This design comes from an exercise in tuning for small area, a short achievable clock period and few clock cycles on the open sky130 flow, not from production work. The RTL was checked by simulation tests, not by an equivalence proof against the original design. Power figures rest on the tool's default switching activity, not on a simulated workload.

===== design/flow/design.v =====
module tz_hash (
    input  wire         clk,
    input  wire         rst,
    input  wire         in_valid,
    output wire         in_ready,
    input  wire [1:0]   in_op,
    input  wire [7:0]   in_data,
    output wire         idle,
    output wire [511:0] digest,
    output reg          err
);
    localparam [1:0] OP_INIT   = 2'd0;
    localparam [1:0] OP_ABSORB = 2'd1;
    localparam [1:0] OP_BIT    = 2'd2;
    localparam [1:0] OP_CAT    = 2'd3;
    localparam [126:0] ONE = 127'd1;
    function [126:0] fmulx;
        input [126:0] v;
        begin
            fmulx = {v[125:0], 1'b0};
            if (v[126])
                fmulx = fmulx ^ {63'd0, 1'b1, 62'd0, 1'b1};
        end
    endfunction
    function [126:0] fred;
        input [134:0] v;
        begin
            fred = v[126:0] ^ {56'd0, v[134:127], 55'd0, v[134:127]};
        end
    endfunction
    function [126:0] fmulx8;
        input [126:0] v;
        begin
            fmulx8 = fred({v, 8'd0});
        end
    endfunction
    function [196:0] ffold;
        input [196:0] v;
        begin
            ffold = {70'd0, v[126:0]} ^ ({127'd0, v[196:127]} << 63) ^ {127'd0, v[196:127]};
        end
    endfunction
    function [126:0] fmulxm120;
        input [126:0] v;
        reg [196:0] w;
        begin
            w = {v, 70'd0} ^ {63'd0, v, 7'd0} ^ {64'd0, v, 6'd0};
            w = ffold(ffold(w));
            fmulxm120 = w[126:0];
        end
    endfunction
    function [134:0] fmul8;
        input [126:0] v;
        input [7:0]   m;
        integer i;
        begin
            fmul8 = 135'd0;
            for (i = 0; i < 8; i = i + 1)
                if (m[i]) fmul8 = fmul8 ^ ({8'd0, v} << i);
        end
    endfunction
    reg [126:0] sa, sb, sc, sd;
    reg [126:0] u1, u2, u3, u4;
    reg         pv;
    reg [1:0]   pop;
    reg [7:0]   pdata;
    reg         ph;         
    reg [5:0]   idx;        
    reg         bad;        
    wire is_abs = pop == OP_ABSORB;
    wire is_bit = pop == OP_BIT;
    wire is_cat = pop == OP_CAT;
    wire done   = !is_bit || (idx == 6'd63);
    wire fin    = !is_abs || ph;
    assign in_ready = !pv || (fin && done);
    assign idle     = !pv;
    assign digest   = {1'b0, sa, 1'b0, sb, 1'b0, sc, 1'b0, sd};
    wire accept = in_valid && in_ready;
    wire [3:0] nib = ph ? pdata[3:0] : pdata[7:4];
    reg  [126:0] ta, tb, tc, td, xa, xc;
    integer k;
    always @(*) begin
        ta = sa; tb = sb; tc = sc; td = sd;
        for (k = 3; k >= 0; k = k - 1) begin
            xa = fmulx(ta) ^ tb;
            xc = fmulx(tc) ^ td;
            tb = ta ^ (nib[k] ? xa : 127'd0);
            td = tc ^ (nib[k] ? xc : 127'd0);
            ta = xa;
            tc = xc;
        end
    end
    reg [7:0] mb;
    always @(*) begin
        if (is_bit) begin
            if (idx[3:0] != 4'd15)
                mb = 8'd0;
            else
                case (idx[5:4])
                    2'd0: mb = 8'h02;                     
                    2'd1: mb = {6'd0, pdata[0], 1'b1};    
                    2'd2: mb = 8'h01;                     
                    default: mb = {7'd0, pdata[0]};       
                endcase
        end else
            mb = pdata;
    end
    wire        first = idx[3:0] == 4'd0;
    wire        hi    = idx[5];               
    wire        sel3  = idx[4];               
    wire [126:0] y1   = hi ? sb : sa;
    wire [126:0] y2   = hi ? sd : sc;
    wire [126:0] x1   = sel3 ? u3 : u1;
    wire [126:0] x2   = sel3 ? u4 : u2;
    wire [126:0] s1   = first ? (hi ? fmulxm120(x1) : 127'd0) : fmulx8(x1);
    wire [126:0] s2   = first ? (hi ? fmulxm120(x2) : 127'd0) : fmulx8(x2);
    wire [126:0] o1   = s1 ^ fred(fmul8(y1, mb));
    wire [126:0] o2   = s2 ^ fred(fmul8(y2, mb));
    wire bad_now = bad || (is_cat && first && pdata[7]);
    always @(posedge clk) begin
        if (rst) begin
            pv  <= 1'b0;
            ph  <= 1'b0;
            idx <= 6'd0;
            bad <= 1'b0;
            sa  <= ONE;
            sb  <= 127'd0;
            sc  <= 127'd0;
            sd  <= ONE;
            err <= 1'b0;
        end else begin
            if (in_ready) begin
                pv <= accept;
                if (accept) begin
                    pop   <= in_op;
                    pdata <= in_data;
                end
            end
            if (pv) begin
                case (pop)
                    OP_INIT: begin
                        sa  <= ONE;
                        sb  <= 127'd0;
                        sc  <= 127'd0;
                        sd  <= ONE;
                        err <= 1'b0;
                    end
                    OP_ABSORB: begin
                        sa <= ta;
                        sb <= tb;
                        sc <= tc;
                        sd <= td;
                        ph <= !ph;
                    end
                    default: begin   
                        idx <= idx + 6'd1;
                        bad <= bad_now;
                        if (sel3) begin
                            u3 <= o1;
                            u4 <= o2;
                        end else begin
                            u1 <= o1;
                            u2 <= o2;
                        end
                        if (idx == 6'd63) begin
                            bad <= 1'b0;
                            if (bad_now) begin
                                err <= 1'b1;
                            end else begin
                                sa <= u1;
                                sb <= o1;
                                sc <= u2;
                                sd <= o2;
                            end
                        end
                    end
                endcase
            end
        end
    end
endmodule

===== design/flow/run.sh =====
#!/bin/bash
# synth_recipe.tcl (not shown) runs the flow's synth.tcl, then flattens the netlist and writes it again
# the make line also repeats each setting of config.mk as NAME=value (left out here)
make -C /OpenROAD-flow-scripts/flow DESIGN_CONFIG=/design/flow/config.mk WORK_HOME=/design/flow/orfs CLKGATE_MAP_FILE= SYNTH_SCRIPT=/design/flow/synth_recipe.tcl finish

===== design/flow/config.mk =====
export PLATFORM = sky130hd
export DESIGN_NAME = tz_hash
export DESIGN_NICKNAME = tz_hash
export VERILOG_FILES = /design/flow/design.v
export SDC_FILE = /design/flow/constraint.sdc
export NUM_CORES = 4
export LEC_CHECK = 0
export CAP_MARGIN = 20
export CORE_MARGIN = 2
export CORE_UTILIZATION = 30
export PLACE_DENSITY = 0.5
export SLEW_MARGIN = 20

===== design/flow/constraint.sdc =====
create_clock -name core_clock -period 4.0 [get_ports {clk}]
set_input_delay 0.8000 -clock core_clock [delete_from_list [all_inputs] [get_ports {clk}]]
set_output_delay 0.8000 -clock core_clock [all_outputs]
set_load 0.01 [all_outputs]

==> key figures <==
Place
  • HPWL after detailed placement: 299300 µm
  • Placed Cells: 17.18k
  • GP Congestion: about 0.88
  • Pre-CTS WS: 0.3416 ns
  • Number of I/O port buffers: 523

Routing
  • DR WL/cell: 23.90 µm
  • DR vias/cell: 5.223
  • Final ANT Viol Nets: 0
  • Final wirelength: 417200 µm
  • Number of DRC markers in iteration 0: about 8.2k
  • Residual DRC: 0
  • DR pass1 iterations: 6
  • Total number of vias: 91.17k

Timing
  • Worst Setup Slack, final: a little over 0.2 ns
  • Final period util: between 90% and 100%
  • Setup TNS: 0 ns
  • Final setup viols: 0
  • Max_slew headroom: 22.74%
  • Worst-Margin Slew: 1.159 ns
  • Clock skew: 0.05519 ns
  • Final Hold Violating Endpoints: 0
  • Fmax: 263.6 MHz
  • RSZ-0062 raised after global routing: false
  • Slew Limit Fails: 0
  • Final Critical Period: 3.793 ns

CTS
  • Clock tree sinks: 1036
  • Worst skew pair latency: roughly 0.84 ns
  • Hold Buf Count CTS: 0
  • CTS Buf Count: 147
  • Clock slew at reported path FFs: 0.06 ns
  • Htree depth: 4
  • Clk root buf: clkbuf_16
  • CTS tree: built
  • Maximum clock path buffer count: 4

Final layout
  • Area growth, synth to finish: 15.77%
  • Share of layout cells above drive strength 1: 7.093%
  • Post-layout util: 34.83%
  • Layout Nets: between 10k and 15k
  • Non-filler instance count after layout: 17.46k

Yosys
  • Cell Area, Synth: slightly above 100000 µm²
  • Ys flop type: edfxtp_1
  • Synth async-reset ratio: 0%
  • Yosys reg bits: 1036
  • EDFF count, synth: roughly 520
  • Sequential share of the synthesized area: 25.40%
  • Number of distinct library cells after synthesis: 58
  • Warnings, synthesis: 1
  • Post-Syn Instances: about 13k
  • Avg Cell Area, Syn: ~8.0 µm²

Power
  • PwrDens: 408.7 nW/µm²
  • Power Total: approximately 48 mW
  • VDD IR-drop max: 0.2851 mV
  • Static leakage: 34.45 nW

Floorplan
  • Die area: between 300000 and 400000 µm²
  • Placeable Area: 339200 µm²
  • IO Pins: 528
  • Row count: 214
  • Die width: 587.3 µm
  • Initial Util: 30.09%
  • Die Ht: between 500 and 600 µm

Critical path
  • Critical Path End Type: register
  • Crit path DAT: 4.50 ns
  • Setup CP Type: reg2reg
  • Worst EP required: between 4 and 5 ns
  • CP max FO: 46
  • Startpoint type of the worst setup path: register

GRT
  • Gr ovfl total: 0
  • Initial antenna violation count: 4
  • Global-route wire length before repair: 615300 µm
  • GRT Resource Usage Total: 23.21%
  • Vias in the first global route: 86.22k
  • Pin count of the biggest net entering global routing: 165

Run
  • Max Cap Viol: 0

Outcome
  • Status: finished clean

Worst hold path
  • Hold/Removal Path Class: in2reg
[critical path, cell delays in order, from the launching register on]
cell,delay (ns)
dfxtp_4,0.43
clkinv_1,0.27
ha_1,0.36
or4b_1,0.51
nand2_4,0.24
buf_12,0.34
buf_4,0.25
nand2_1,0.07
xor2_1,0.15
xnor2_1,0.14
xnor2_1,0.40
a21oi_1,0.14
a211oi_1,0.27
[worst paths after layout]
path | startpoint | to | slack [ns] | cells past startpoint
max | idx[5] | sd[101] | 0.21 | 12
min | rst | sd[8] | 0.37 | 2
max reg2reg | idx[5] | sd[101] | 0.21 | 12
min reg2reg | err | err | 0.50 | 2
[metrics by stage]
step / hold slack (ns) / area (µm²)
6_report: 0.3688 / 118200
3_5_place_dp: 0.4871 / 113000
4_1_cts: 0.3084 / 118100
5_1_grt: 0.3574 / 118200
3_3_place_gp: 0.4784 / 113000
2_1_floorplan: 0.4647 / 102200
[sequential cells by signal (all words and copies together) (netlist names), 6 cells and up]
register / flops
idx: 6
pdata: 8
sa: 127
sb: 127
sc: 127
sd: 127
u1: 127
u2: 127
u3: 127
u4: 127
[routing by layer]
metal,vias up,global-route usage [%],routed length (µm)
met4,2,6.842,13220
met3,455,4.015,30530
met1,44510,31.84,185300
met5,-,0.1800,80
met2,3185,36.99,188100
li1,43020,-,-
[placed cells by master, fill, tap and decap left out, drive strengths merged, types with 19 or more instances in the layout]
| cell type | count |
|---|---|
| nor3 | 485 |
| a31oi | 233 |
| o22ai | 202 |
| clkbuf | 198 |
| mux2 | 255 |
| a21oi | 341 |
| xnor3 | 19 |
| nand2 | 1675 |
| nor2 | 1528 |
| xor2 | 736 |
| buf | 294 |
| clkdlybuf4s50 | 521 |
| a211oi | 260 |
| bufinv | 20 |
| dfxtp | 518 |
| xnor2 | 3435 |
| edfxtp | 518 |
| clkinv | 40 |
| nand3 | 558 |
| inv | 26 |
| mux2i | 268 |
| o21ai | 388 |
| a221oi | 273 |
[timing repair]
| item | 4_1_cts | 5_1_grt |
|---|---|---|
| setup endpoints to repair | 1 | 0 |
| setup buffers | 1 | 0 |
| resized for setup | 2 | 0 |
[cells in the mapped netlist (14+ instances only)]
cell	instances	share of area [%]
xnor2_1	3325	29
nand2_1	1675	6.2
nor2_1	1528	5.6
xor2_1	734	6.3
clkbuf_1	632	2.3
nand3_1	558	2.7
dfxtp_1	518	10
edfxtp_1	518	15
nor3_1	485	2.4
o21ai_0	381	1.9
a21oi_1	341	1.7
a221oi_1	273	2.3
mux2i_1	267	2.6
a211oi_1	260	1.9
mux2_2	255	2.8
a31oi_1	233	1.4
o22ai_1	202	1.2
buf_2	184	0.90
xnor2_2	110	1.8
buf_1	72	0.26
inv_1	21	0.077
xnor3_1	19	0.42
buf_4	14	0.10
[report_power, final]
group | leakage [nW] | internal, mW | switching (mW)
combinational | 23.0 | 8.89 | 12.4
clock | 2.46 | 8.59 | 5.64
sequential | 8.99 | 12.0 | 0.784
[cells by family after synthesis]
kind of cell | Yosys count | synth area share [%]
XOR/XNOR | 4203 | 37.34
AO/OA/AOI/OAI | 1739 | 10.83
adder cells (fa/ha/maj) | 6 | 0.07355
AND/OR/NAND/NOR | 4296 | 17.23
other | 1 | 0.003674
flip-flops | 1036 | 25.40
buffers and inverters | 924 | 3.675
multiplexers | 523 | 5.454
[cell type report]
| type | instances | area (µm²) |
|---|---|---|
| Fill cell | 35300 | 221100 |
| Antenna cell | 5 | 12.51 |
| Timing Repair Buffer | 817 | 8842 |
| Tap cell | 4536 | 5675 |
| Sequential cell | 1036 | 25930 |
| Clock inverter | 71 | 924.6 |
| Inverter | 22 | 82.58 |
| Clock buffer | 198 | 4140 |
| Multi-Input combinational cell | 10770 | 72550 |
Testbench counts, summed over its fixed seeds: cycles 69,312.

afterwards: timing with drivers on the ports:
The results above use ideal ports. As a check the final layout listed here was re-extracted and re-timed, cells and wires unchanged.
Step 1 sets driving cells, clkbuf_16 on the clock port and buf_2 on the other inputs (assumed; they add their load-dependent delay and slew).
Step 2 adds t to the input delays and takes it off the output delays; t is the mean of the earliest and latest rising clock arrival at the registers after step 1. Input paths then give back, and output paths get back, about the clock's delay inside the block.
Slacks: no drivers / after step 1 / after step 2; pairs: no drivers / after step 1.
shift t [ns]: 0.922
setup slack, ns: 0.207 / 0.134 / 0.207
latest minus earliest clock arrival (ns): 0.057 / 0.057
After both steps this run still meets setup and hold. The setup slack of this run moves by -0.073 ns with the drivers and by 0.000 ns with both steps.
